Background: an optimization exercise with open tools, aiming at small area, a short achievable clock period and few clock cycles per item. Do not read the settings as production practice.
At most, simulation tests tie the RTL to the original design; equivalence was not proved.
Power is estimated from default activity; no workload was simulated.

==> flow/design.v <==
module oncore_crc (
    input  wire        clk,
    input  wire        rst_n,        
    input  wire [1:0]  cmd,          
    input  wire [4:0]  cmd_order,    
    input  wire [15:0] cmd_poly,     
    input  wire [15:0] cmd_init,     
    input  wire [7:0]  cmd_data,     
    output wire        cmd_ready,
    output wire        res_valid,
    output wire [15:0] res
);
    localparam [1:0] CMD_START  = 2'd1;
    localparam [1:0] CMD_BYTE   = 2'd2;
    localparam [1:0] CMD_FINISH = 2'd3;
    reg [15:0] crc;          
    reg [15:0] poly;         
    reg [6:0]  q;            
    reg [3:0]  sh;           
    reg [7:0]  data;
    reg        data_v;
    reg [15:0] rsh;
    reg [3:0]  rcnt;         
    reg        rbusy;
    reg        fin_r;        
    wire rfree = !rbusy || (rcnt == 4'd0);
    wire rload = fin_r && rfree;
    assign cmd_ready = !fin_r || rfree;
    assign res_valid = rbusy && (rcnt == 4'd0);
    assign res       = rsh;
    wire       start  = (cmd == CMD_START);
    wire [3:0] sh_new = 4'd0 - cmd_order[3:0];
    wire [3:0] sel = ~cmd_order[3:0] & {4{~cmd_order[4]}};
    wire [15:0] init_z = cmd_order[4] ? cmd_init : {cmd_init[14:0], 1'b0};
    wire [15:0] poly_z = cmd_order[4] ? cmd_poly : {cmd_poly[14:0], 1'b0};
    reg [7:0] qn;
    integer m, j;
    always @* begin
        qn = 8'd1;
        for (m = 1; m < 8; m = m + 1) begin
            qn[m] = 1'b0;
            for (j = 1; j <= m; j = j + 1)
                qn[m] = qn[m] ^ (poly[16-j] & qn[m-j]);
        end
    end
    wire [15:0] crc_next;
    oncore_crc_byte u_byte (.crc(crc), .data(data), .poly(poly), .q(q), .crc_next(crc_next));
    always @(posedge clk) begin
        data   <= cmd_data;
        data_v <= (cmd == CMD_BYTE);
        q      <= qn[7:1];
        if (start) begin
            crc  <= init_z << sel;
            poly <= poly_z << sel;
            sh   <= sh_new;
        end else if (data_v) begin
            crc  <= crc_next;
        end
        rsh  <= rload ? crc : {1'b0, rsh[15:1]};
        rcnt <= rload ? sh : rcnt - 4'd1;
        if (!rst_n) begin
            rbusy <= 1'b0;
            fin_r <= 1'b0;
        end else begin
            rbusy <= rload || (rbusy && rcnt != 4'd0);
            fin_r <= (fin_r && !rfree) || (cmd == CMD_FINISH && cmd_ready);
        end
    end
endmodule
module oncore_crc_byte (
    input  wire [15:0] crc,
    input  wire [7:0]  data,
    input  wire [15:0] poly,
    input  wire [6:0]  q,
    output reg  [15:0] crc_next
);
    reg [7:0] d, fb;
    integer i, k;
    always @* begin
        for (i = 0; i < 8; i = i + 1)
            d[i] = crc[15-i] ^ data[7-i];
        for (i = 0; i < 8; i = i + 1) begin
            fb[i] = d[i];
            for (k = 0; k < i; k = k + 1)
                fb[i] = fb[i] ^ (q[i-k-1] & d[k]);
        end
        crc_next = crc << 8;
        for (k = 0; k < 8; k = k + 1)
            crc_next = crc_next ^ ({16{fb[k]}} & (poly << (7-k)));
    end
endmodule
==> flow/config.mk <==
export PLATFORM = sky130hd
export DESIGN_NAME = oncore_crc
export DESIGN_NICKNAME = oncore_crc
export VERILOG_FILES = /design/flow/design.v
export SDC_FILE = /design/flow/constraint.sdc
export NUM_CORES = 4
export LEC_CHECK = 0
export CAP_MARGIN = 20
export CORE_MARGIN = 2
export CORE_UTILIZATION = 40
export SETUP_SLACK_MARGIN = 3
export SLEW_MARGIN = 20
==> flow/constraint.sdc <==
create_clock -name core_clock -period 6.0 [get_ports {clk}]
set_input_delay 1.2000 -clock core_clock [delete_from_list [all_inputs] [get_ports {clk}]]
set_output_delay 1.2000 -clock core_clock [all_outputs]
set_load 0.01 [all_outputs]
standard.sh (not shown) runs the stock make flow with config.mk's settings and CLKGATE_MAP_FILE= SYNTH_SCRIPT=/design/flow/synth_recipe.tcl, a recipe that flattens the netlist after the stock synthesis.
==> flow/flow/run.sh <==
#!/bin/bash
# Standard layout, but the port buffers that global placement inserts use
# buf_2 instead of the slow clkdlybuf4s50_1 that buffer_ports picks by itself.
set -euo pipefail
export BUFFER_PORTS_ARGS="-buffer_cell sky130_fd_sc_hd__buf_2"
bash standard.sh > standard.log 2>&1
The starting point passed the timing, design-rule and antenna checks.
Rerun with:
--- a/flow/design.v
+++ b/flow/design.v
@@ -17,5 +17,5 @@
     reg [15:0] poly;         
     reg [6:0]  q;            
-    reg [3:0]  sh;           
+    reg [3:0]  nlo;          
     reg [7:0]  data;
     reg        data_v;
@@ -30,8 +30,19 @@
     assign res       = rsh;
     wire       start  = (cmd == CMD_START);
-    wire [3:0] sh_new = 4'd0 - cmd_order[3:0];
-    wire [3:0] sel = ~cmd_order[3:0] & {4{~cmd_order[4]}};
-    wire [15:0] init_z = cmd_order[4] ? cmd_init : {cmd_init[14:0], 1'b0};
-    wire [15:0] poly_z = cmd_order[4] ? cmd_poly : {cmd_poly[14:0], 1'b0};
+    function [15:0] align;
+        input [15:0] x;
+        input [4:0]  n;
+        reg   [31:0] y;
+        begin
+            y = {x, 16'b0};
+            y = n[0] ? {1'b0, y[31:1]} : y;
+            y = n[1] ? {2'b0, y[31:2]} : y;
+            y = n[2] ? {4'b0, y[31:4]} : y;
+            y = n[3] ? {8'b0, y[31:8]} : y;
+            align = y[15:0] | (x & {16{n[4]}});
+        end
+    endfunction
+    wire [15:0] crc_init  = align(cmd_init, cmd_order);
+    wire [15:0] poly_init = align(cmd_poly, cmd_order);
     reg [7:0] qn;
     integer m, j;
@@ -50,13 +61,12 @@
         data_v <= (cmd == CMD_BYTE);
         q      <= qn[7:1];
+        crc <= ({16{start}} & crc_init) | ({16{data_v}} & crc_next)
+             | ({16{!start && !data_v}} & crc);
         if (start) begin
-            crc  <= init_z << sel;
-            poly <= poly_z << sel;
-            sh   <= sh_new;
-        end else if (data_v) begin
-            crc  <= crc_next;
+            poly <= poly_init;
+            nlo  <= cmd_order[3:0];
         end
         rsh  <= rload ? crc : {1'b0, rsh[15:1]};
-        rcnt <= rload ? sh : rcnt - 4'd1;
+        rcnt <= rload ? nlo : rcnt + 4'd1;
         if (!rst_n) begin
             rbusy <= 1'b0;
Final area drops by 7.8%.
Sequential share of layout area drops by 0.14 points.
Clock skew stays flat.
Cell count drops by 4.4%.
Routed wire length drops by 1.7%.
Utilization drops by 1.5 points.
Non-clock buffer count drops by 10.
Flip-flop and latch count is unchanged.
Synthesized area drops by 5.1%.
Fmax climbs by 1.8%.
Total power drops by 16%.
Register-to-register slack improves by 0.07 ns.
Hold slack improves by 0.011 ns.
No functional check of the RTL was part of any run of this note.

## v1
oncore_crc, a different RTL version from the one above (not shown whole).
Size: ~74 flip-flops, ~6000 µm² of cells after synthesis.
==> module oncore_crc, before the edit <==
module oncore_crc (
    input  wire        clk,
    input  wire        rst_n,        
    input  wire [1:0]  cmd,          
    input  wire [4:0]  cmd_order,    
    input  wire [15:0] cmd_poly,     
    input  wire [15:0] cmd_init,     
    input  wire [7:0]  cmd_data,     
    output wire        cmd_ready,
    output wire        res_valid,
    output wire [15:0] res
);
    localparam [1:0] CMD_START  = 2'd1;
    localparam [1:0] CMD_BYTE   = 2'd2;
    localparam [1:0] CMD_FINISH = 2'd3;
    reg [15:0] crc;          
    reg [15:0] poly;         
    reg [6:0]  q;            
    reg [3:0]  nlo;          
    reg [7:0]  data;
    reg        data_v;
    reg [15:0] rsh;
    reg [3:0]  rcnt;         
    reg        rbusy;
    reg        fin_r;        
    wire rfree = !rbusy || (rcnt == 4'd0);
    wire rload = fin_r && rfree;
    assign cmd_ready = !fin_r || rfree;
    assign res_valid = rbusy && (rcnt == 4'd0);
    assign res       = rsh;
    wire start = (cmd == CMD_START);
    function [15:0] align;
        input [15:0] x;
        input [4:0]  n;
        reg   [31:0] y;
        begin
            y = {x, 16'b0};
            y = n[0] ? {1'b0, y[31:1]} : y;
            y = n[1] ? {2'b0, y[31:2]} : y;
            y = n[2] ? {4'b0, y[31:4]} : y;
            y = n[3] ? {8'b0, y[31:8]} : y;
            align = y[15:0] | (x & {16{n[4]}});
        end
    endfunction
    reg [7:0] qn;
    integer m, j;
    always @* begin
        qn = 8'd1;
        for (m = 1; m < 8; m = m + 1) begin
            qn[m] = 1'b0;
            for (j = 1; j <= m; j = j + 1)
                qn[m] = qn[m] ^ (poly[16-j] & qn[m-j]);
        end
    end
    wire [15:0] pv   = poly & {16{data_v}};
    wire [15:0] base = data_v ? {crc[7:0], 8'b0}
                     : start  ? align(cmd_init, cmd_order)
                     : crc;
    reg  [7:0]  d, fb;
    reg  [15:0] crc_d;
    integer i, k;
    always @* begin
        for (i = 0; i < 8; i = i + 1)
            d[i] = crc[15-i] ^ data[7-i];
        for (i = 0; i < 8; i = i + 1) begin
            fb[i] = d[i];
            for (k = 0; k < i; k = k + 1)
                fb[i] = fb[i] ^ (q[i-k-1] & d[k]);
        end
        crc_d = base;
        for (k = 0; k < 8; k = k + 1)
            crc_d = crc_d ^ ({16{fb[k]}} & (pv << (7-k)));
    end
    always @(posedge clk) begin
        data   <= cmd_data;
        data_v <= (cmd == CMD_BYTE);
        q      <= qn[7:1];
        crc    <= crc_d;
        if (start) begin
            poly <= align(cmd_poly, cmd_order);
            nlo  <= cmd_order[3:0];
        end
        rsh  <= rload ? crc : {1'b0, rsh[15:1]};
        rcnt <= rload ? nlo : rcnt + 4'd1;
        if (!rst_n) begin
            rbusy <= 1'b0;
            fin_r <= 1'b0;
        end else begin
            rbusy <= rload || (rbusy && rcnt != 4'd0);
            fin_r <= (fin_r && !rfree) || (cmd == CMD_FINISH && cmd_ready);
        end
    end
endmodule
==> flow/config.mk <==
export PLATFORM = sky130hd
export DESIGN_NAME = oncore_crc
export DESIGN_NICKNAME = oncore_crc
export VERILOG_FILES = /design/flow/design.v
export SDC_FILE = /design/flow/constraint.sdc
export NUM_CORES = 4
export LEC_CHECK = 0
export CAP_MARGIN = 20
export CORE_MARGIN = 2
export CORE_UTILIZATION = 40
export CTS_BUF_LIST = sky130_fd_sc_hd__clkbuf_8
export SETUP_SLACK_MARGIN = 3.25
export SLEW_MARGIN = 20
==> flow/constraint.sdc <==
create_clock -name core_clock -period 6.0 [get_ports {clk}]
set_input_delay 1.2000 -clock core_clock [delete_from_list [all_inputs] [get_ports {clk}]]
set_output_delay 1.2000 -clock core_clock [all_outputs]
set_load 0.01 [all_outputs]
==> flow/flow/run.sh <==
#!/bin/bash
# Standard layout, but the port buffers that global placement inserts use
# buf_1 instead of the slow clkdlybuf4s50_1 that buffer_ports picks by itself.
set -euo pipefail
export BUFFER_PORTS_ARGS="-buffer_cell sky130_fd_sc_hd__buf_1"
bash standard.sh > standard.log 2>&1
The flow did not stop early for v1: all stages ran, and the layout cleared the timing, design-rule and antenna checks.
Testbench counts of v1, summed over its fixed seeds: cycles 35,351, bytes 32,800.
Input changes introduced in v19 (baseline for comparison: v1):
==> flow/design.v <==
module oncore_crc (
    input  wire        clk,
    input  wire        rst_n,        
    input  wire [1:0]  cmd,          
    input  wire [4:0]  cmd_order,    
    input  wire [15:0] cmd_poly,     
    input  wire [15:0] cmd_init,     
    input  wire [7:0]  cmd_data,     
    output wire        cmd_ready,
    output wire        res_valid,
    output wire [15:0] res
);
    localparam [1:0] CMD_START  = 2'd1;
    localparam [1:0] CMD_BYTE   = 2'd2;
    localparam [1:0] CMD_FINISH = 2'd3;
    reg [7:0]  crc_lo;       
    reg [15:0] poly;         
    reg [6:0]  q;            
    reg [3:0]  nlo;          
    reg [7:0]  top;          
    reg        data_v;
    reg        align_v;      
    reg [15:0] rsh;
    reg [3:0]  rcnt;         
    reg        rbusy;
    reg        fin_r;        
    reg  ready_r;            
    reg  valid_r;            
    wire rfree = !rbusy || (rcnt == 4'd0);
    wire rload = fin_r && rfree;
    wire [3:0] rcnt_n  = rload ? nlo : rcnt + 4'd1;
    wire       rbusy_n = rload || (rbusy && rcnt != 4'd0);
    wire       fin_n   = (fin_r && !rfree) || (cmd == CMD_FINISH && ready_r);
    assign cmd_ready = ready_r;
    assign res_valid = valid_r;
    assign res       = rsh;
    wire start = (cmd == CMD_START);
    function [15:0] align;
        input [15:0] x;
        input [4:0]  n;
        reg   [31:0] y;
        begin
            y = {x, 16'b0};
            y = n[0] ? {1'b0, y[31:1]} : y;
            y = n[1] ? {2'b0, y[31:2]} : y;
            y = n[2] ? {4'b0, y[31:4]} : y;
            y = n[3] ? {8'b0, y[31:8]} : y;
            align = y[15:0] | (x & {16{n[4]}});
        end
    endfunction
    reg [7:0] qn;
    integer m, j;
    always @* begin
        qn = 8'd1;
        for (m = 1; m < 8; m = m + 1) begin
            qn[m] = 1'b0;
            for (j = 1; j <= m; j = j + 1)
                qn[m] = qn[m] ^ (poly[16-j] & qn[m-j]);
        end
    end
    wire [15:0] pv   = poly & {16{data_v}};
    wire [15:0] base = data_v  ? {crc_lo, 8'b0}
                     : start   ? cmd_init
                     : align_v ? align({top, crc_lo}, {nlo == 4'd0, nlo})
                     : {top, crc_lo};
    reg  [7:0]  d, fb;
    reg  [15:0] crc_d;
    integer i, k;
    always @* begin
        for (i = 0; i < 8; i = i + 1)
            d[i] = top[7-i];
        for (i = 0; i < 8; i = i + 1) begin
            fb[i] = d[i];
            for (k = 0; k < i; k = k + 1)
                fb[i] = fb[i] ^ (q[i-k-1] & d[k]);
        end
        crc_d = base;
        for (k = 0; k < 8; k = k + 1)
            crc_d = crc_d ^ ({16{fb[k]}} & (pv << (7-k)));
    end
    always @(posedge clk) begin
        top    <= crc_d[15:8] ^ (cmd_data & {8{cmd == CMD_BYTE}});
        data_v <= (cmd == CMD_BYTE);
        align_v <= start;
        q      <= qn[7:1];
        crc_lo <= crc_d[7:0];
        if (start) begin
            poly <= align(cmd_poly, cmd_order);
            nlo  <= cmd_order[3:0];
        end
        rsh  <= rload ? {top, crc_lo} : {1'b0, rsh[15:1]};
        rcnt <= rcnt_n;
        if (!rst_n) begin
            rbusy   <= 1'b0;
            fin_r   <= 1'b0;
            ready_r <= 1'b1;
            valid_r <= 1'b0;
        end else begin
            rbusy   <= rbusy_n;
            fin_r   <= fin_n;
            ready_r <= !fin_n || !rbusy_n || (rcnt_n == 4'd0);
            valid_r <= rbusy_n && (rcnt_n == 4'd0);
        end
    end
endmodule
==> comparison <==
v19 vs. v1: worst reg2reg path depth decreased by 1 relative to the old numbers; register share of total power picked up an extra 2.1 points; post-route cell area has decreased.
Comparing the two runs side by side, v19 comes out behind v1 on worst setup margin.
Taking v1 as 1.0, v19 lands at 1.7 on pin count of the biggest net entering global routing.
v19: global-route usage is 1.7 points lower than what v1 reported.
For v19, only the layout was checked, not whether the RTL still works.

-- what the ideal ports hide --
Ports are ideal in the flow. The routed layouts listed here were re-timed in OpenROAD.
Step 1: set_driving_cell puts a clkbuf_16 on clk and a buf_2 on each other input, an assumption about the parent block.
Step 2, shift: input delay + t, output delay - t, t = (earliest + latest rising clock arrival at the registers) / 2. This alone moves slack from input paths to output paths.
a / b / c = ideal / step 1 / step 2; a / b = the first two.
| run | t (ns) | setup WS [ns] | cell pins on the clock port's net |
|---|---|---|---|
| the first run of note 1 | 0.383 | 3.040 / 3.040 / 2.811 | 1 |
| the second run of note 1 | 0.382 | 3.093 / 3.099 / 2.717 | 1 |
| v1 | 0.412 | 3.309 / 3.272 / 2.860 | 1 |
| v19 | 0.386 | 3.306 / 3.306 / 3.025 | 1 |
After both steps setup and hold are still met in every run listed. The setup slack of v1, which loses most, moves by -0.037 ns with the drivers and by -0.449 ns with both steps.
